Context: an optimization exercise on an open-source flow, tuned for small area, a short achievable clock period and few clock cycles. The choices shown serve that exercise and are no tape-out recipe. The RTL was checked by simulation tests, not by an equivalence proof against the original design. Power is estimated from default activity; no workload was simulated.

==> zinc: inputs <==
==> flow/design.v (excerpt) <==
module stcp_compress (
    input  wire       clk,
    input  wire       rst,           
    input  wire       cmd_valid,
    output wire       cmd_ready,
    input  wire [1:0] cmd_op,        
    input  wire [1:0] cmd_plane,
    input  wire [1:0] cmd_mode,      
    input  wire [5:0] cmd_len,
    input  wire       in_valid,
    output reg        in_ready,
    input  wire [7:0] in_data,
    output wire       out_valid,
    input  wire       out_ready,
    output wire [7:0] out_data,
    output wire       res_valid,
    output wire [2:0] res_kind,
    output wire [5:0] res_len,
    output wire [7:0] res_dsize,
    output wire [7:0] res_psize,
    output wire       res_degraded,
    output wire       res_err,
    output wire       act_method
);
Settings: LEC_CHECK=0, CAP_MARGIN=20, CORE_MARGIN=2, CORE_UTILIZATION=65, SETUP_SLACK_MARGIN=5, SLEW_MARGIN=20; clock period 8.5 ns.
run.sh (not shown) runs the stock make flow with config.mk's settings and CLKGATE_MAP_FILE= SYNTH_SCRIPT=/design/flow/synth_recipe.tcl, a recipe that flattens the netlist after the stock synthesis.
==> maple: changes against zinc <==
--- a/flow/design.v
+++ b/flow/design.v
@@ -35,41 +35,41 @@
     reg [1:0] cq_op, cq_plane, cq_mode;
     reg [5:0] cq_len;
     assign cmd_ready = ~cq_v;
     reg       a_v, a_started;
     reg [1:0] a_plane, a_mode;
     reg [5:0] a_len, a_acc;
     reg [7:0] q0d, q1d;
     reg       q0v, q0f, q0l, q1v, q1f, q1l;
-    reg       q0x, q0z, q0e, q1x, q1z, q1e;   
-    reg [7:0] a_last;                        
     reg        p_v, p_row, p_done;
     reg  [1:0] p_plane, p_mode;
     reg  [5:0] p_len;
     reg        all_eq, all_zero;
     reg  [5:0] dlen;                 
     reg  [5:0] doff;
     reg  [3:0] drun;
     reg  [5:0] plen;
+    reg  [7:0] pval;
     reg  [1:0] pseg;                 
     reg        plit;
     reg  [5:0] pf;                   
     reg  [5:0] ptr;                  
     reg  [31:0] dm, em;
     reg  [2:0] t_kind;
     reg        t_err, t_deg, t_clr, t_clract;
     reg        o_act, o_sel, o_rep, o_ehdr;
     reg  [1:0] o_plane;
     reg  [4:0] o_tgt;                
     reg  [4:0] o_left;               
     reg  [4:0] o_ptl;                
     wire [32:0] o_ptd;               
     reg  [4:0] o_off;                
     reg  [4:0] o_rem;                
+    reg        o_rnz;                
     reg  [31:0] o_mask;
     assign o_ptd = 33'd1 << o_ptl;
     reg  [7:0] f [0:FD-1];
     reg  [3:0] fc;
     reg        f_ne, f_sp2, ov;
     reg        r0v, r1v, r_done;
     reg [27:0] r0, r1;               
     reg [5:0]  rleft;                
@@ -87,19 +87,19 @@
     wire       dec_tok  = p_v & ~p_row & ~o_act & ~r1v;
     wire       p_start_ok = ~p_v | dec_row;
     wire       proc     = q0v & (q0f ? (ph0 & p_start_ok) : 1'b1);
     wire       proc_first = proc & q0f;
     wire [1:0] pl   = q0f ? a_plane : p_plane;
     wire [7:0] head0 = ring0[7:0], head1 = ring1[7:0], head2 = ring2[7:0];
     wire [7:0] headp = (pl == 2'd0) ? head0 : (pl == 2'd1) ? head1 : head2;
     wire [7:0] rbyte = zact ? 8'd0 : headp;
-    wire       diff  = q0x;
-    wire       nz    = q0z;
-    wire       eqp   = q0e;
+    wire       diff  = (q0d != rbyte);
+    wire       nz    = (q0d != 8'd0);
+    wire       eqp   = ~q0f & (q0d == pval);
     wire [3:0] b_drun = q0f ? 4'd0 : drun;
     wire [5:0] b_doff = q0f ? 6'd0 : doff;
     wire [5:0] b_dlen = q0f ? 6'd0 : dlen;
     reg  [5:0] n_dlen;
     reg  [3:0] n_drun;
     reg  [5:0] n_doff;
     always @(*) begin
         if (diff) begin
@@ -113,36 +113,38 @@
             end
         end else begin
             n_dlen = b_dlen;
             n_drun = 4'd0;
             n_doff = b_doff + 6'd1;
         end
     end
     reg  [5:0] n_plen, n_pf;
+    reg  [7:0] n_pval;
     reg  [1:0] n_pseg;
     reg        n_plit;
     wire       ps1 = (pseg == 2'd1), ps2 = (pseg == 2'd2);
     wire [2:0] cold = ps1 ? {2'b00, ~plit} + 3'd1 : ps2 ? {2'b00, ~plit} + 3'd2 : 3'd2;
     wire [2:0] cnew = nz ? ((ps1 | ps2) ? 3'd1 : 3'd2) : 3'd0;
     always @(*) begin
-        n_plen = plen; n_pseg = pseg; n_plit = plit; n_pf = pf;
+        n_plen = plen; n_pval = pval; n_pseg = pseg; n_plit = plit; n_pf = pf;
         if (q0f) begin
-            n_plen = 6'd0; n_pseg = 2'd1; n_plit = 1'b0;
+            n_plen = 6'd0; n_pval = q0d; n_pseg = 2'd1; n_plit = 1'b0;
             n_pf = nz ? 6'd2 : 6'd0;
         end else if (eqp) begin
             n_pseg = (pseg == 2'd3) ? 2'd3 : pseg + 2'd1;
             if (nz) begin
                 if (ps1) n_pf = pf + 6'd1;
                 else if (ps2 & ~plit) n_pf = pf - 6'd1;
             end
         end else begin
             n_plen = plen + {3'd0, cold};
             n_plit = ps1 | ps2;
             n_pf   = plen + {3'd0, cold} + {3'd0, cnew};
+            n_pval = q0d;
             n_pseg = 2'd1;
         end
     end
     wire       has_d  = p_mode[0];                       
     wire       has_p  = p_mode[1];                       
     wire [5:0] plen_f = pf;
     wire [5:0] ptrim  = ptr;
     wire [5:0] lenx   = p_len;
@@ -194,58 +196,54 @@
     reg  [1:0] npush;
     reg  [7:0] pa, pb;
     reg  [4:0] n_orem, n_ooff;
     reg        n_orep, n_oehdr;
     always @(*) begin
         npush = 2'd0; pa = sbyte; pb = sbyte;
         n_orem = o_rem; n_ooff = o_off; n_orep = o_rep; n_oehdr = o_ehdr;
         if (!o_sel) begin
-            if (o_rem != 5'd0) begin
+            if (o_rnz) begin
                 npush = 2'd1; pa = sbyte; n_orem = o_rem - 5'd1; n_ooff = 5'd0;
             end else if (!mk0) begin
                 n_ooff = o_off + 5'd1;
                 if (o_mask[0] && o_off == 5'd30) begin
                     npush = 2'd1; pa = 8'h1F; n_oehdr = 1'b1;
                 end
             end else begin
                 npush = 2'd2;
                 pa = o_ehdr ? 8'h00 : {dn1, o_off};
                 pb = sbyte;
                 n_orem = {2'd0, dn1};
                 n_ooff = 5'd0;
                 n_oehdr = 1'b0;
             end
         end else begin
-            if (o_rem != 5'd0) begin
+            if (o_rnz) begin
                 npush = o_rep ? 2'd0 : 2'd1; pa = sbyte; n_orem = o_rem - 5'd1;
             end else if (o_mask[0] & o_mask[1]) begin
                 npush = 2'd2; pa = rhdr; pb = sbyte;
                 n_orem = rcnt[4:0]; n_orep = 1'b1;
             end else begin
                 npush = 2'd2; pa = {2'b00, lm1}; pb = sbyte;
                 n_orem = lm1[4:0]; n_orep = 1'b0;
             end
         end
     end
     wire [1:0] npush_e = o_step ? npush : 2'd0;
     assign o_fin_now = o_step & (o_left == {3'd0, npush});
     wire a_take = in_valid & in_ready;
-    wire [7:0] nhead = (a_plane == 2'd0) ? ring0[15:8] : (a_plane == 2'd1) ? ring1[15:8] : ring2[15:8];
-    wire       in_x  = (in_data != ((zcnt > 6'd1) ? 8'd0 : nhead));
-    wire       in_z  = (in_data != 8'd0);
-    wire       in_e  = (a_acc != 6'd0) && (in_data == a_last);
     wire [5:0] a_acc1 = a_acc + 6'd1;
     wire [5:0] a_acc_n = a_take ? a_acc1 : a_acc;
     wire a_end1 = (a_acc1 == a_len), a_end0 = (a_acc == a_len);
     wire a_rel = a_v & (a_take ? a_end1 : a_end0) & (a_started | (proc_first));
     wire [1:0] cp = cq_plane;
     wire conflict = (p_v & p_row & p_plane == cp) | (o_act & o_plane == cp)
                   | (q0v & q0f & a_plane == cp);
-    wire a_disp = cq_v & cq_row & (~a_v | a_rel) & ~conflict & ~(p_v & ~p_row);
+    wire a_disp = cq_v & cq_row & (~a_v | a_rel) & ~conflict;
     wire t_disp = cq_v & ~cq_row & ~a_v & ~q0v & ~q1v & ~p_v;
     wire zc = p_v & p_row & ({1'b0, ph} >= p_len);
     always @(posedge clk) begin
         ring0 <= {((proc && pl == 2'd0) ? q0d : (zact ? 8'd0 : head0)), ring0[255:8]};
         ring1 <= {((proc && pl == 2'd1) ? q0d : (zact ? 8'd0 : head1)), ring1[255:8]};
         ring2 <= {((proc && pl == 2'd2) ? q0d : (zact ? 8'd0 : head2)), ring2[255:8]};
         dm <= {(proc ? diff : (zc ? 1'b0 : dm[0])), dm[31:1]};
         em <= {(proc ? eqp  : (zc ? 1'b0 : em[0])), em[31:1]};
@@ -264,18 +262,23 @@
                 if (npush_e != 2'd0 && wpa == j)               f[j] <= pa;
                 else if (npush_e == 2'd2 && wpb == j)          f[j] <= pb;
             end
         end
     end
     wire [3:0] fc_np = fc + {2'd0, npush_e};
     wire [3:0] fc_p  = fc_np - 4'd1;
     wire [3:0] fc_n  = pop_b ? fc_p : fc_np;
-    wire       fne_n = pop_b ? (fc_p != 4'd0) : (fc_np != 4'd0);
-    wire       fsp_n = pop_b ? (fc_p <= FD - 2) : (fc_np <= FD - 2);
+    wire [1:0] npe   = npush_e;
+    wire       fne_np = (fc != 4'd0) | (npe != 2'd0);
+    wire       fne_p  = (fc >= 4'd2) | ((fc == 4'd1) & (npe != 2'd0)) | (npe == 2'd2);
+    wire       fsp_np = (npe == 2'd0) ? (fc <= FD - 2) : (npe == 2'd1) ? (fc <= FD - 3) : (fc <= FD - 4);
+    wire       fsp_p  = (npe == 2'd0) ? (fc <= FD - 1) : (npe == 2'd1) ? (fc <= FD - 2) : (fc <= FD - 3);
+    wire       fne_n = pop_b ? fne_p : fne_np;
+    wire       fsp_n = pop_b ? fsp_p : fsp_np;
     always @(posedge clk) begin
         if (rst) begin
             ph <= 5'd0; ph0 <= 1'b1; o_now <= 1'b0;
             zcnt <= 6'd32;
             act <= 1'b0;
             cq_v <= 1'b0;
             a_v <= 1'b0; a_started <= 1'b0; a_acc <= 6'd0;
             in_ready <= 1'b0;
@@ -300,28 +303,25 @@
                 a_v <= 1'b1; a_started <= 1'b0; a_acc <= 6'd0;
                 a_plane <= cq_plane; a_mode <= cq_mode; a_len <= cq_len;
             end else begin
                 if (a_rel) a_v <= 1'b0;
                 a_acc <= a_acc_n;
                 if (proc_first) a_started <= 1'b1;
             end
             begin : iq
-                reg v0, v1, f0, f1, l0, l1, x0, x1, z0, z1, e0, e1;
+                reg v0, v1, f0, f1, l0, l1;
                 reg [7:0] d0, d1;
                 v0 = q0v; v1 = q1v; f0 = q0f; f1 = q1f; l0 = q0l; l1 = q1l; d0 = q0d; d1 = q1d;
-                x0 = q0x; x1 = q1x; z0 = q0z; z1 = q1z; e0 = q0e; e1 = q1e;
-                if (proc) begin v0 = v1; f0 = f1; l0 = l1; d0 = d1; x0 = x1; z0 = z1; e0 = e1; v1 = 1'b0; end
+                if (proc) begin v0 = v1; f0 = f1; l0 = l1; d0 = d1; v1 = 1'b0; end
                 if (a_take) begin
-                    if (!v0) begin v0 = 1'b1; d0 = in_data; f0 = (a_acc == 6'd0); l0 = a_end1; x0 = in_x; z0 = in_z; e0 = in_e; end
-                    else     begin v1 = 1'b1; d1 = in_data; f1 = (a_acc == 6'd0); l1 = a_end1; x1 = in_x; z1 = in_z; e1 = in_e; end
-                    a_last <= in_data;
+                    if (!v0) begin v0 = 1'b1; d0 = in_data; f0 = (a_acc == 6'd0); l0 = a_end1; end
+                    else     begin v1 = 1'b1; d1 = in_data; f1 = (a_acc == 6'd0); l1 = a_end1; end
                 end
                 q0v <= v0; q1v <= v1; q0f <= f0; q1f <= f1; q0l <= l0; q1l <= l1; q0d <= d0; q1d <= d1;
-                q0x <= x0; q1x <= x1; q0z <= z0; q1z <= z1; q0e <= e0; q1e <= e1;
             end
             begin : ir
                 reg c0, c1, sp0, sp1;
                 c0  = (a_acc < a_len) && (ph + 5'd2 == a_acc[4:0]);
                 c1  = (a_acc1 < a_len) && (ph + 5'd2 == a_acc1[4:0]);
                 sp0 = ~(q0v & q1v) | proc;               
                 sp1 = ~(q0v | q1v) | (~(q0v & q1v) & proc);
                 if (a_disp)
@@ -334,17 +334,17 @@
                     p_v <= 1'b1; p_row <= 1'b1;
                     p_plane <= a_plane; p_mode <= a_mode; p_len <= a_len;
                     all_eq <= ~diff; all_zero <= ~nz;
                 end else begin
                     if (diff) all_eq <= 1'b0;
                     if (nz) all_zero <= 1'b0;
                 end
                 dlen <= n_dlen; drun <= n_drun; doff <= n_doff;
-                plen <= n_plen; pseg <= n_pseg; plit <= n_plit; pf <= n_pf;
+                plen <= n_plen; pval <= n_pval; pseg <= n_pseg; plit <= n_plit; pf <= n_pf;
                 if (nz) ptr <= {1'b0, ph} + 6'd1;
                 else if (q0f) ptr <= 6'd0;
                 p_done <= q0l;
             end else if (dec_row | dec_tok) begin
                 p_v <= 1'b0; p_done <= 1'b0;
             end else if (t_disp) begin
                 p_v <= 1'b1; p_row <= 1'b0;
                 t_err <= 1'b0; t_deg <= 1'b0; t_clr <= 1'b0; t_clract <= 1'b0;
@@ -369,23 +369,23 @@
                 if (t_clr) zcnt <= 6'd32;
                 if (t_clract) act <= 1'b0;
             end
             o_now <= (dec_row & (d_isd | d_isp)) |
                      (o_act & ~o_fin_now & (o_now ? f_sp2 : (o_tgt == ph + 5'd1)));
             if (dec_row & (d_isd | d_isp)) begin
                 o_act <= 1'b1; o_sel <= d_isp; o_plane <= p_plane;
                 o_tgt <= 5'd1; o_left <= d_len[4:0]; o_ptl <= ptrim[4:0];
-                o_off <= 5'd0; o_rem <= 5'd0; o_rep <= 1'b0; o_ehdr <= 1'b0;
+                o_off <= 5'd0; o_rem <= 5'd0; o_rnz <= 1'b0; o_rep <= 1'b0; o_ehdr <= 1'b0;
             end else if (o_step) begin
                 if (o_fin_now) o_act <= 1'b0;
                 o_tgt <= o_tgt + 5'd1;
                 o_left <= o_left - {3'd0, npush};
                 o_ptl <= o_ptl - 5'd1;
-                o_rem <= n_orem; o_off <= n_ooff; o_rep <= n_orep; o_ehdr <= n_oehdr;
+                o_rem <= n_orem; o_rnz <= (n_orem != 5'd0); o_off <= n_ooff; o_rep <= n_orep; o_ehdr <= n_oehdr;
             end
             fc <= fc_n;
             f_ne <= fne_n;
             f_sp2 <= fsp_n;
             begin : rq
                 reg v0, v1;
                 reg [27:0] e0, e1;
                 reg [5:0] s;
CTS_CLUSTER_DIAMETER = 100   (was default)
CTS_CLUSTER_SIZE = 30   (was default)
==> run notes <==
Result of the run: zinc finished clean; maple finished clean
Fraction of the cycle the final worst path needs: zinc 44.19%; maple 40.56%
Fin util: zinc 74.75%; maple 71.07%
Gpl congestion: zinc 0.9010; maple 0.9252
Met2 Use GR: zinc 49.65%; maple 40.82%
Peak ir drop on the vdd network: zinc 293.4 uV; maple 198.0 uV
Multi-input combinational cell area: zinc 10180 um2; maple 9788 um2
DR vias: zinc 22490; maple 20600
Number of detailed-routing iterations run before antenna repair: zinc 6; maple 5
Area share of the leading cell type in the synthesized netlist: zinc 52.41%; maple 53.31%
Total nets after synthesis: zinc 3011; maple 2963
Net switching fraction of the power: zinc 23.67%; maple 21.65%
Worst flop-to-flop path startpoint: zinc o_ptl[0]; maple q0f
Testbench counts of zinc, summed over its fixed seeds: cycles 123,060.
Testbench counts of maple, summed over its fixed seeds: cycles 123,060.

==> inputs of 12-20 <==
Another version of the RTL of stcp_compress (not shown whole).
clock: 8.5 ns
lec_check: 0
cap_margin: 20
core_margin: 2
core_utilization: 65
setup_slack_margin: 5
slew_margin: 20
==> 12-23 (differences from 12-20) <==
--- a/flow/design.v
+++ b/flow/design.v
@@ -21,14 +21,14 @@
     output wire       res_degraded,
     output wire       res_err,
     output wire       act_method
 );
     localparam K_NONE = 3'd0, K_REPEAT = 3'd1, K_ALLZERO = 3'd2, K_DELTA = 3'd3,
                K_PACK = 3'd4, K_NOGAIN = 3'd5;
-    localparam FD = 7;               
-    integer k, jj;
+    localparam FD = 8;               
+    integer k;
     reg  [4:0]   ph;
     reg  [255:0] ring0, ring1, ring2;
     reg  [5:0]   zcnt;               
     wire         zact = (zcnt != 6'd0);
     reg          act;                
     reg       cq_v, cq_row;
@@ -57,31 +57,29 @@
     reg        t_err, t_deg, t_clr, t_clract;
     reg        o_act, o_sel, o_rep, o_ehdr;
     reg  [1:0] o_plane;
     reg  [4:0] o_tgt;                
     reg  [5:0] o_left;               
     reg  [5:0] o_ptl;                
-    wire [32:0] o_ptd;               
     reg  [5:0] o_off;                
     reg  [5:0] o_rem;                
     reg  [31:0] o_mask;
-    assign o_ptd = 33'd1 << o_ptl;
     reg  [7:0] f [0:FD-1];
     reg  [3:0] fc;
-    reg        f_ne, f_sp2, ov;
+    reg        f_ne, f_sp2;
     reg        r0v, r1v, r_done;
     reg [27:0] r0, r1;               
     reg [5:0]  rleft;                
     assign out_data  = f[0];
-    assign out_valid = ov;             
+    assign out_valid = f_ne & ~r_done;
     assign res_valid = r_done;
     assign {res_kind, res_len, res_dsize, res_psize, res_degraded, res_err, act_method} = r0;
     wire pop_b   = out_valid & out_ready;
     wire r_fire  = r_done;
     wire       o_fin_now;
-    wire       o_free   = ~o_act | ((o_tgt == 5'd0) & f_sp2);
+    wire       o_free   = ~o_act | o_fin_now;
     wire       dec_row  = p_v & p_row & p_done & (ph == 5'd0) & o_free & ~r1v;
     wire       dec_tok  = p_v & ~p_row & ~o_act & ~r1v;
     wire       p_start_ok = ~p_v | dec_row;
     wire       proc     = q0v & (q0f ? ((ph == 5'd0) & p_start_ok) : 1'b1);
     wire       proc_first = proc & q0f;
     wire [1:0] pl   = q0f ? a_plane : p_plane;
@@ -173,25 +171,24 @@
     always @(*) begin
         dn1 = 3'd7;
         for (k = 6; k >= 0; k = k - 1)
             if (!o_mask[k]) dn1 = k[2:0];            
     end
     reg  [5:0] rcnt;
-    reg  [7:0] rhdr;
     always @(*) begin
-        rcnt = 6'd31; rhdr = 8'd0 - 8'd31;
+        rcnt = 6'd31;
         for (k = 30; k >= 0; k = k - 1)
-            if (!o_mask[k]) begin rcnt = k[5:0]; rhdr = 8'd0 - k; end
+            if (!o_mask[k]) rcnt = k[5:0];
     end
-    reg  [5:0] lm1;                  
+    reg  [5:0] rsd;
     always @(*) begin
-        lm1 = 6'd31;
-        for (k = 31; k >= 1; k = k - 1)
-            if (o_ptd[k] || (k <= 29 && !o_mask[k-1] && o_mask[k] && o_mask[(k+1) % 32]))
-                lm1 = k - 1;
+        rsd = 6'd32;
+        for (k = 29; k >= 1; k = k - 1)
+            if (!o_mask[k-1] && o_mask[k] && o_mask[k+1]) rsd = k[5:0];
     end
+    wire [5:0] lit_m = (rsd < o_ptl) ? rsd : o_ptl;
     reg  [1:0] npush;
     reg  [7:0] pa, pb;
     reg  [5:0] n_orem, n_ooff;
     reg        n_orep, n_oehdr;
     always @(*) begin
         npush = 2'd0; pa = sbyte; pb = sbyte;
@@ -213,27 +210,25 @@
                 n_oehdr = 1'b0;
             end
         end else begin
             if (o_rem != 6'd0) begin
                 npush = o_rep ? 2'd0 : 2'd1; pa = sbyte; n_orem = o_rem - 6'd1;
             end else if (o_mask[0] & o_mask[1]) begin
-                npush = 2'd2; pa = rhdr; pb = sbyte;
+                npush = 2'd2; pa = 8'd0 - {2'b00, rcnt}; pb = sbyte;
                 n_orem = rcnt; n_orep = 1'b1;
             end else begin
-                npush = 2'd2; pa = {2'b00, lm1}; pb = sbyte;
-                n_orem = lm1; n_orep = 1'b0;
+                npush = 2'd2; pa = {2'b00, lit_m} - 8'd1; pb = sbyte;
+                n_orem = lit_m - 6'd1; n_orep = 1'b0;
             end
         end
     end
     wire [1:0] npush_e = o_step ? npush : 2'd0;
     assign o_fin_now = o_step & (o_left == {4'd0, npush});
     wire a_take = in_valid & in_ready;
-    wire [5:0] a_acc1 = a_acc + 6'd1;
-    wire [5:0] a_acc_n = a_take ? a_acc1 : a_acc;
-    wire a_end1 = (a_acc1 == a_len), a_end0 = (a_acc == a_len);
-    wire a_rel = a_v & (a_take ? a_end1 : a_end0) & (a_started | (proc_first));
+    wire [5:0] a_acc_n = a_acc + {5'd0, a_take};
+    wire a_rel = a_v & (a_acc_n == a_len) & (a_started | (proc_first));
     wire [1:0] cp = cq_plane;
     wire conflict = (p_v & p_row & p_plane == cp) | (o_act & o_plane == cp)
                   | (q0v & q0f & a_plane == cp);
     wire a_disp = cq_v & cq_row & (~a_v | a_rel) & ~conflict;
     wire t_disp = cq_v & ~cq_row & ~a_v & ~q0v & ~q1v & ~p_v;
     wire zc = p_v & p_row & ({1'b0, ph} >= p_len);
@@ -257,29 +252,25 @@
             end else begin
                 if (npush_e != 2'd0 && wpa == j)               f[j] <= pa;
                 else if (npush_e == 2'd2 && wpb == j)          f[j] <= pb;
             end
         end
     end
-    wire [3:0] fc_np = fc + {2'd0, npush_e};
-    wire [3:0] fc_p  = fc_np - 4'd1;
-    wire [3:0] fc_n  = pop_b ? fc_p : fc_np;
-    wire       fne_n = pop_b ? (fc_p != 4'd0) : (fc_np != 4'd0);
-    wire       fsp_n = pop_b ? (fc_p <= FD - 2) : (fc_np <= FD - 2);
+    wire [3:0] fc_n = fc + {2'd0, npush_e} - {3'd0, pop_b};
     always @(posedge clk) begin
         if (rst) begin
             ph <= 5'd0;
             zcnt <= 6'd32;
             act <= 1'b0;
             cq_v <= 1'b0;
             a_v <= 1'b0; a_started <= 1'b0; a_acc <= 6'd0;
             in_ready <= 1'b0;
             q0v <= 1'b0; q1v <= 1'b0;
             p_v <= 1'b0; p_done <= 1'b0;
             o_act <= 1'b0;
-            fc <= 4'd0; f_ne <= 1'b0; f_sp2 <= 1'b1; ov <= 1'b0;
+            fc <= 4'd0; f_ne <= 1'b0; f_sp2 <= 1'b1;
             r0v <= 1'b0; r1v <= 1'b0; r_done <= 1'b0; rleft <= 6'd0;
         end else begin
             ph <= ph + 5'd1;
             if (zcnt != 6'd0) zcnt <= zcnt - 6'd1;
             if (cmd_valid & ~cq_v) begin
                 cq_v <= 1'b1;
@@ -300,27 +291,26 @@
             begin : iq
                 reg v0, v1, f0, f1, l0, l1;
                 reg [7:0] d0, d1;
                 v0 = q0v; v1 = q1v; f0 = q0f; f1 = q1f; l0 = q0l; l1 = q1l; d0 = q0d; d1 = q1d;
                 if (proc) begin v0 = v1; f0 = f1; l0 = l1; d0 = d1; v1 = 1'b0; end
                 if (a_take) begin
-                    if (!v0) begin v0 = 1'b1; d0 = in_data; f0 = (a_acc == 6'd0); l0 = a_end1; end
-                    else     begin v1 = 1'b1; d1 = in_data; f1 = (a_acc == 6'd0); l1 = a_end1; end
+                    if (!v0) begin v0 = 1'b1; d0 = in_data; f0 = (a_acc == 6'd0); l0 = (a_acc_n == a_len); end
+                    else     begin v1 = 1'b1; d1 = in_data; f1 = (a_acc == 6'd0); l1 = (a_acc_n == a_len); end
                 end
                 q0v <= v0; q1v <= v1; q0f <= f0; q1f <= f1; q0l <= l0; q1l <= l1; q0d <= d0; q1d <= d1;
             end
             begin : ir
-                reg c0, c1, sp0, sp1;
-                c0  = (a_acc < a_len) && (ph + 5'd2 == a_acc[4:0]);
-                c1  = (a_acc1 < a_len) && (ph + 5'd2 == a_acc1[4:0]);
-                sp0 = ~(q0v & q1v) | proc;               
-                sp1 = ~(q0v | q1v) | (~(q0v & q1v) & proc);
-                if (a_disp)
-                    in_ready <= (ph == 5'd30) && (a_take ? sp1 : sp0);
-                else
-                    in_ready <= a_v && (a_take ? (c1 && sp1) : (c0 && sp0));
+                reg       av;
+                reg [5:0] acc, len;
+                reg [2:0] cnt;
+                av  = a_disp ? 1'b1 : (a_v & ~a_rel);
+                acc = a_disp ? 6'd0 : a_acc_n;
+                len = a_disp ? cq_len : a_len;
+                cnt = {2'b00, q0v} + {2'b00, q1v} + {2'b00, a_take} - {2'b00, proc};
+                in_ready <= av && (acc < len) && (ph + 5'd2 == acc[4:0]) && (cnt <= 3'd1);
             end
             if (proc) begin
                 if (q0f) begin
                     p_v <= 1'b1; p_row <= 1'b1;
                     p_plane <= a_plane; p_mode <= a_mode; p_len <= a_len;
                     all_eq <= ~diff; all_zero <= ~nz;
@@ -368,30 +358,27 @@
                 o_tgt <= o_tgt + 5'd1;
                 o_left <= o_left - {4'd0, npush};
                 o_ptl <= o_ptl - 6'd1;
                 o_rem <= n_orem; o_off <= n_ooff; o_rep <= n_orep; o_ehdr <= n_oehdr;
             end
             fc <= fc_n;
-            f_ne <= fne_n;
-            f_sp2 <= fsp_n;
+            f_ne <= (fc_n != 4'd0);
+            f_sp2 <= (fc_n <= FD - 2);
             begin : rq
                 reg v0, v1;
                 reg [27:0] e0, e1;
                 reg [5:0] s;
-                reg rd;
                 v0 = r0v; v1 = r1v; e0 = r0; e1 = r1;
                 if (r_fire) begin
                     v0 = v1; e0 = e1; v1 = 1'b0;
                     s = r1[24:19];
-                    rd = r1v & (r1[24:19] == 6'd0);
+                    r_done <= r1v & (r1[24:19] == 6'd0);
                 end else begin
                     s = rleft - {5'd0, pop_b};
-                    rd = r0v & (pop_b ? (rleft == 6'd1) : (rleft == 6'd0));
+                    r_done <= r0v & (pop_b ? (rleft == 6'd1) : (rleft == 6'd0));
                 end
-                r_done <= rd;
-                ov <= fne_n & ~rd;
                 if (dec_row | dec_tok) begin
                     if (!v0) begin v0 = 1'b1; e0 = dec_row ? d_res : t_res; s = dec_row ? d_len : 6'd0; end
                     else     begin v1 = 1'b1; e1 = dec_row ? d_res : t_res; end
                 end
                 r0v <= v0; r1v <= v1; r0 <= e0; r1 <= e1; rleft <= s;
             end
- SETUP_SLACK_MARGIN: 5 -> 3.5
==> 01-05 (differences from 12-20) <==
--- a/flow/design.v
+++ b/flow/design.v
@@ -21,14 +21,14 @@
     output wire       res_degraded,
     output wire       res_err,
     output wire       act_method
 );
     localparam K_NONE = 3'd0, K_REPEAT = 3'd1, K_ALLZERO = 3'd2, K_DELTA = 3'd3,
                K_PACK = 3'd4, K_NOGAIN = 3'd5;
-    localparam FD = 7;               
-    integer k, jj;
+    localparam FD = 8;               
+    integer k;
     reg  [4:0]   ph;
     reg  [255:0] ring0, ring1, ring2;
     reg  [5:0]   zcnt;               
     wire         zact = (zcnt != 6'd0);
     reg          act;                
     reg       cq_v, cq_row;
@@ -57,31 +57,29 @@
     reg        t_err, t_deg, t_clr, t_clract;
     reg        o_act, o_sel, o_rep, o_ehdr;
     reg  [1:0] o_plane;
     reg  [4:0] o_tgt;                
     reg  [5:0] o_left;               
     reg  [5:0] o_ptl;                
-    wire [32:0] o_ptd;               
     reg  [5:0] o_off;                
     reg  [5:0] o_rem;                
     reg  [31:0] o_mask;
-    assign o_ptd = 33'd1 << o_ptl;
     reg  [7:0] f [0:FD-1];
     reg  [3:0] fc;
-    reg        f_ne, f_sp2, ov;
+    reg        f_ne, f_sp2;
     reg        r0v, r1v, r_done;
     reg [27:0] r0, r1;               
     reg [5:0]  rleft;                
     assign out_data  = f[0];
-    assign out_valid = ov;             
+    assign out_valid = f_ne & ~r_done;
     assign res_valid = r_done;
     assign {res_kind, res_len, res_dsize, res_psize, res_degraded, res_err, act_method} = r0;
     wire pop_b   = out_valid & out_ready;
     wire r_fire  = r_done;
     wire       o_fin_now;
-    wire       o_free   = ~o_act | ((o_tgt == 5'd0) & f_sp2);
+    wire       o_free   = ~o_act | o_fin_now;
     wire       dec_row  = p_v & p_row & p_done & (ph == 5'd0) & o_free & ~r1v;
     wire       dec_tok  = p_v & ~p_row & ~o_act & ~r1v;
     wire       p_start_ok = ~p_v | dec_row;
     wire       proc     = q0v & (q0f ? ((ph == 5'd0) & p_start_ok) : 1'b1);
     wire       proc_first = proc & q0f;
     wire [1:0] pl   = q0f ? a_plane : p_plane;
@@ -173,25 +171,24 @@
     always @(*) begin
         dn1 = 3'd7;
         for (k = 6; k >= 0; k = k - 1)
             if (!o_mask[k]) dn1 = k[2:0];            
     end
     reg  [5:0] rcnt;
-    reg  [7:0] rhdr;
     always @(*) begin
-        rcnt = 6'd31; rhdr = 8'd0 - 8'd31;
+        rcnt = 6'd31;
         for (k = 30; k >= 0; k = k - 1)
-            if (!o_mask[k]) begin rcnt = k[5:0]; rhdr = 8'd0 - k; end
+            if (!o_mask[k]) rcnt = k[5:0];
     end
-    reg  [5:0] lm1;                  
+    reg  [5:0] rsd;
     always @(*) begin
-        lm1 = 6'd31;
-        for (k = 31; k >= 1; k = k - 1)
-            if (o_ptd[k] || (k <= 29 && !o_mask[k-1] && o_mask[k] && o_mask[(k+1) % 32]))
-                lm1 = k - 1;
+        rsd = 6'd32;
+        for (k = 29; k >= 1; k = k - 1)
+            if (!o_mask[k-1] && o_mask[k] && o_mask[k+1]) rsd = k[5:0];
     end
+    wire [5:0] lit_m = (rsd < o_ptl) ? rsd : o_ptl;
     reg  [1:0] npush;
     reg  [7:0] pa, pb;
     reg  [5:0] n_orem, n_ooff;
     reg        n_orep, n_oehdr;
     always @(*) begin
         npush = 2'd0; pa = sbyte; pb = sbyte;
@@ -213,27 +210,25 @@
                 n_oehdr = 1'b0;
             end
         end else begin
             if (o_rem != 6'd0) begin
                 npush = o_rep ? 2'd0 : 2'd1; pa = sbyte; n_orem = o_rem - 6'd1;
             end else if (o_mask[0] & o_mask[1]) begin
-                npush = 2'd2; pa = rhdr; pb = sbyte;
+                npush = 2'd2; pa = 8'd0 - {2'b00, rcnt}; pb = sbyte;
                 n_orem = rcnt; n_orep = 1'b1;
             end else begin
-                npush = 2'd2; pa = {2'b00, lm1}; pb = sbyte;
-                n_orem = lm1; n_orep = 1'b0;
+                npush = 2'd2; pa = {2'b00, lit_m} - 8'd1; pb = sbyte;
+                n_orem = lit_m - 6'd1; n_orep = 1'b0;
             end
         end
     end
     wire [1:0] npush_e = o_step ? npush : 2'd0;
     assign o_fin_now = o_step & (o_left == {4'd0, npush});
     wire a_take = in_valid & in_ready;
-    wire [5:0] a_acc1 = a_acc + 6'd1;
-    wire [5:0] a_acc_n = a_take ? a_acc1 : a_acc;
-    wire a_end1 = (a_acc1 == a_len), a_end0 = (a_acc == a_len);
-    wire a_rel = a_v & (a_take ? a_end1 : a_end0) & (a_started | (proc_first));
+    wire [5:0] a_acc_n = a_acc + {5'd0, a_take};
+    wire a_rel = a_v & (a_acc_n == a_len) & (a_started | (proc_first));
     wire [1:0] cp = cq_plane;
     wire conflict = (p_v & p_row & p_plane == cp) | (o_act & o_plane == cp)
                   | (q0v & q0f & a_plane == cp);
     wire a_disp = cq_v & cq_row & (~a_v | a_rel) & ~conflict;
     wire t_disp = cq_v & ~cq_row & ~a_v & ~q0v & ~q1v & ~p_v;
     wire zc = p_v & p_row & ({1'b0, ph} >= p_len);
@@ -257,29 +252,25 @@
             end else begin
                 if (npush_e != 2'd0 && wpa == j)               f[j] <= pa;
                 else if (npush_e == 2'd2 && wpb == j)          f[j] <= pb;
             end
         end
     end
-    wire [3:0] fc_np = fc + {2'd0, npush_e};
-    wire [3:0] fc_p  = fc_np - 4'd1;
-    wire [3:0] fc_n  = pop_b ? fc_p : fc_np;
-    wire       fne_n = pop_b ? (fc_p != 4'd0) : (fc_np != 4'd0);
-    wire       fsp_n = pop_b ? (fc_p <= FD - 2) : (fc_np <= FD - 2);
+    wire [3:0] fc_n = fc + {2'd0, npush_e} - {3'd0, pop_b};
     always @(posedge clk) begin
         if (rst) begin
             ph <= 5'd0;
             zcnt <= 6'd32;
             act <= 1'b0;
             cq_v <= 1'b0;
             a_v <= 1'b0; a_started <= 1'b0; a_acc <= 6'd0;
             in_ready <= 1'b0;
             q0v <= 1'b0; q1v <= 1'b0;
             p_v <= 1'b0; p_done <= 1'b0;
             o_act <= 1'b0;
-            fc <= 4'd0; f_ne <= 1'b0; f_sp2 <= 1'b1; ov <= 1'b0;
+            fc <= 4'd0; f_ne <= 1'b0; f_sp2 <= 1'b1;
             r0v <= 1'b0; r1v <= 1'b0; r_done <= 1'b0; rleft <= 6'd0;
         end else begin
             ph <= ph + 5'd1;
             if (zcnt != 6'd0) zcnt <= zcnt - 6'd1;
             if (cmd_valid & ~cq_v) begin
                 cq_v <= 1'b1;
@@ -300,27 +291,26 @@
             begin : iq
                 reg v0, v1, f0, f1, l0, l1;
                 reg [7:0] d0, d1;
                 v0 = q0v; v1 = q1v; f0 = q0f; f1 = q1f; l0 = q0l; l1 = q1l; d0 = q0d; d1 = q1d;
                 if (proc) begin v0 = v1; f0 = f1; l0 = l1; d0 = d1; v1 = 1'b0; end
                 if (a_take) begin
-                    if (!v0) begin v0 = 1'b1; d0 = in_data; f0 = (a_acc == 6'd0); l0 = a_end1; end
-                    else     begin v1 = 1'b1; d1 = in_data; f1 = (a_acc == 6'd0); l1 = a_end1; end
+                    if (!v0) begin v0 = 1'b1; d0 = in_data; f0 = (a_acc == 6'd0); l0 = (a_acc_n == a_len); end
+                    else     begin v1 = 1'b1; d1 = in_data; f1 = (a_acc == 6'd0); l1 = (a_acc_n == a_len); end
                 end
                 q0v <= v0; q1v <= v1; q0f <= f0; q1f <= f1; q0l <= l0; q1l <= l1; q0d <= d0; q1d <= d1;
             end
             begin : ir
-                reg c0, c1, sp0, sp1;
-                c0  = (a_acc < a_len) && (ph + 5'd2 == a_acc[4:0]);
-                c1  = (a_acc1 < a_len) && (ph + 5'd2 == a_acc1[4:0]);
-                sp0 = ~(q0v & q1v) | proc;               
-                sp1 = ~(q0v | q1v) | (~(q0v & q1v) & proc);
-                if (a_disp)
-                    in_ready <= (ph == 5'd30) && (a_take ? sp1 : sp0);
-                else
-                    in_ready <= a_v && (a_take ? (c1 && sp1) : (c0 && sp0));
+                reg       av;
+                reg [5:0] acc, len;
+                reg [2:0] cnt;
+                av  = a_disp ? 1'b1 : (a_v & ~a_rel);
+                acc = a_disp ? 6'd0 : a_acc_n;
+                len = a_disp ? cq_len : a_len;
+                cnt = {2'b00, q0v} + {2'b00, q1v} + {2'b00, a_take} - {2'b00, proc};
+                in_ready <= av && (acc < len) && (ph + 5'd2 == acc[4:0]) && (cnt <= 3'd1);
             end
             if (proc) begin
                 if (q0f) begin
                     p_v <= 1'b1; p_row <= 1'b1;
                     p_plane <= a_plane; p_mode <= a_mode; p_len <= a_len;
                     all_eq <= ~diff; all_zero <= ~nz;
@@ -368,30 +358,27 @@
                 o_tgt <= o_tgt + 5'd1;
                 o_left <= o_left - {4'd0, npush};
                 o_ptl <= o_ptl - 6'd1;
                 o_rem <= n_orem; o_off <= n_ooff; o_rep <= n_orep; o_ehdr <= n_oehdr;
             end
             fc <= fc_n;
-            f_ne <= fne_n;
-            f_sp2 <= fsp_n;
+            f_ne <= (fc_n != 4'd0);
+            f_sp2 <= (fc_n <= FD - 2);
             begin : rq
                 reg v0, v1;
                 reg [27:0] e0, e1;
                 reg [5:0] s;
-                reg rd;
                 v0 = r0v; v1 = r1v; e0 = r0; e1 = r1;
                 if (r_fire) begin
                     v0 = v1; e0 = e1; v1 = 1'b0;
                     s = r1[24:19];
-                    rd = r1v & (r1[24:19] == 6'd0);
+                    r_done <= r1v & (r1[24:19] == 6'd0);
                 end else begin
                     s = rleft - {5'd0, pop_b};
-                    rd = r0v & (pop_b ? (rleft == 6'd1) : (rleft == 6'd0));
+                    r_done <= r0v & (pop_b ? (rleft == 6'd1) : (rleft == 6'd0));
                 end
-                r_done <= rd;
-                ov <= fne_n & ~rd;
                 if (dec_row | dec_tok) begin
                     if (!v0) begin v0 = 1'b1; e0 = dec_row ? d_res : t_res; s = dec_row ? d_len : 6'd0; end
                     else     begin v1 = 1'b1; e1 = dec_row ? d_res : t_res; end
                 end
                 r0v <= v0; r1v <= v1; r0 <= e0; r1 <= e1; rleft <= s;
             end
- CORE_UTILIZATION: 65 -> 40
- SETUP_SLACK_MARGIN: 5 -> default
==> comparison table <==
	01-05	12-23	12-20
Run status	no timing/DRC/antenna violations	no timing/DRC/antenna violations	no timing/DRC/antenna violations
Avg Cell Area, Syn	12.3 sq um	12.3 sq um	12.3 sq um
Unrepaired setup endpoints after global routing	false	true	true
Layout clock area frac	0.0888	0.0849	0.0810
Register-to-Register Setup Slack	1.94 ns	3.57 ns	5.04 ns
Worst Path Buf+Inv	3	4	0
Synth Area in Compound Gates	0.0853	0.0853	0.0842
Maximum vdd ir drop	0.240 mV	0.236 mV	0.291 mV
Clock tree skew after final layout	0.0538 ns	0.0503 ns	0.0248 ns
Syn Nets	3144	3144	3125
Worst relative slew slack	0.269	0.268	0.180
End of the worst hold path	ring1[18]	em[27]	ring1[177]
Non-clock inverters	102	102	88
Measured slew at the worst slew-check pin	1.09 ns	1.09 ns	1.22 ns
Simple-gate share of the synthesized area	0.0967	0.0967	0.101
Total Wirelength	71600 microns	81900 microns	83900 microns
Leakage	16.3 nW	16.4 nW	16.0 nW
Average wire per standard cell	16.1 microns	20.5 microns	21.1 microns
DIE WIDTH	309 microns	243 microns	243 microns
DP HPWL	47200 microns	49100 microns	50100 microns
Area of the core	91900 sq um	56500 sq um	56400 sq um
Testbench counts of 12-20, summed over its fixed seeds: cycles 123,060.
Testbench counts of 12-23, summed over its fixed seeds: cycles 123,028.
Testbench counts of 01-05, summed over its fixed seeds: cycles 123,028.

## re-timing with driven ports
How much do the figures lean on ideal ports? The routed layouts below were timed once more, with nothing changed but the port constraints. Step 1 (the two cells are an assumption about what drives the block):
set clk [get_ports {clk}]
set_driving_cell -lib_cell sky130_fd_sc_hd__clkbuf_16 $clk
set_driving_cell -lib_cell sky130_fd_sc_hd__buf_2 [delete_from_list [all_inputs] $clk]
Step 2 adds t to the input delays and takes it off the output delays; t is the mean of the earliest and latest rising clock arrival at the registers after step 1. Input paths then give back, and output paths get back, about the clock's delay inside the block. Three values: no drivers, after step 1, after step 2; two values: the first two.
run | t, ns | setup slack, ns | worst setup path at the end | worst slew at a driven data input, ns | pins driven straight from the clock port
zinc | 0.737 | 4.744 / 4.756 / 4.019 | input to register | 0.10 | 1
maple | 0.665 | 5.052 / 4.992 / 4.456 | input to register | 0.05 | 1
12-20 | 0.716 | 5.037 / 4.982 / 4.419 | input to register | 0.04 | 1
12-23 | 0.720 | 3.574 / 3.574 / 2.994 | input to register | 0.05 | 1
01-05 | 0.718 | 1.940 / 1.940 / 1.940 | register to register | 0.06 | 1
After both steps every run listed still meets setup and hold. For zinc, which loses most, drivers alone change the setup slack by +0.012 ns; drivers and shift together by -0.725 ns.
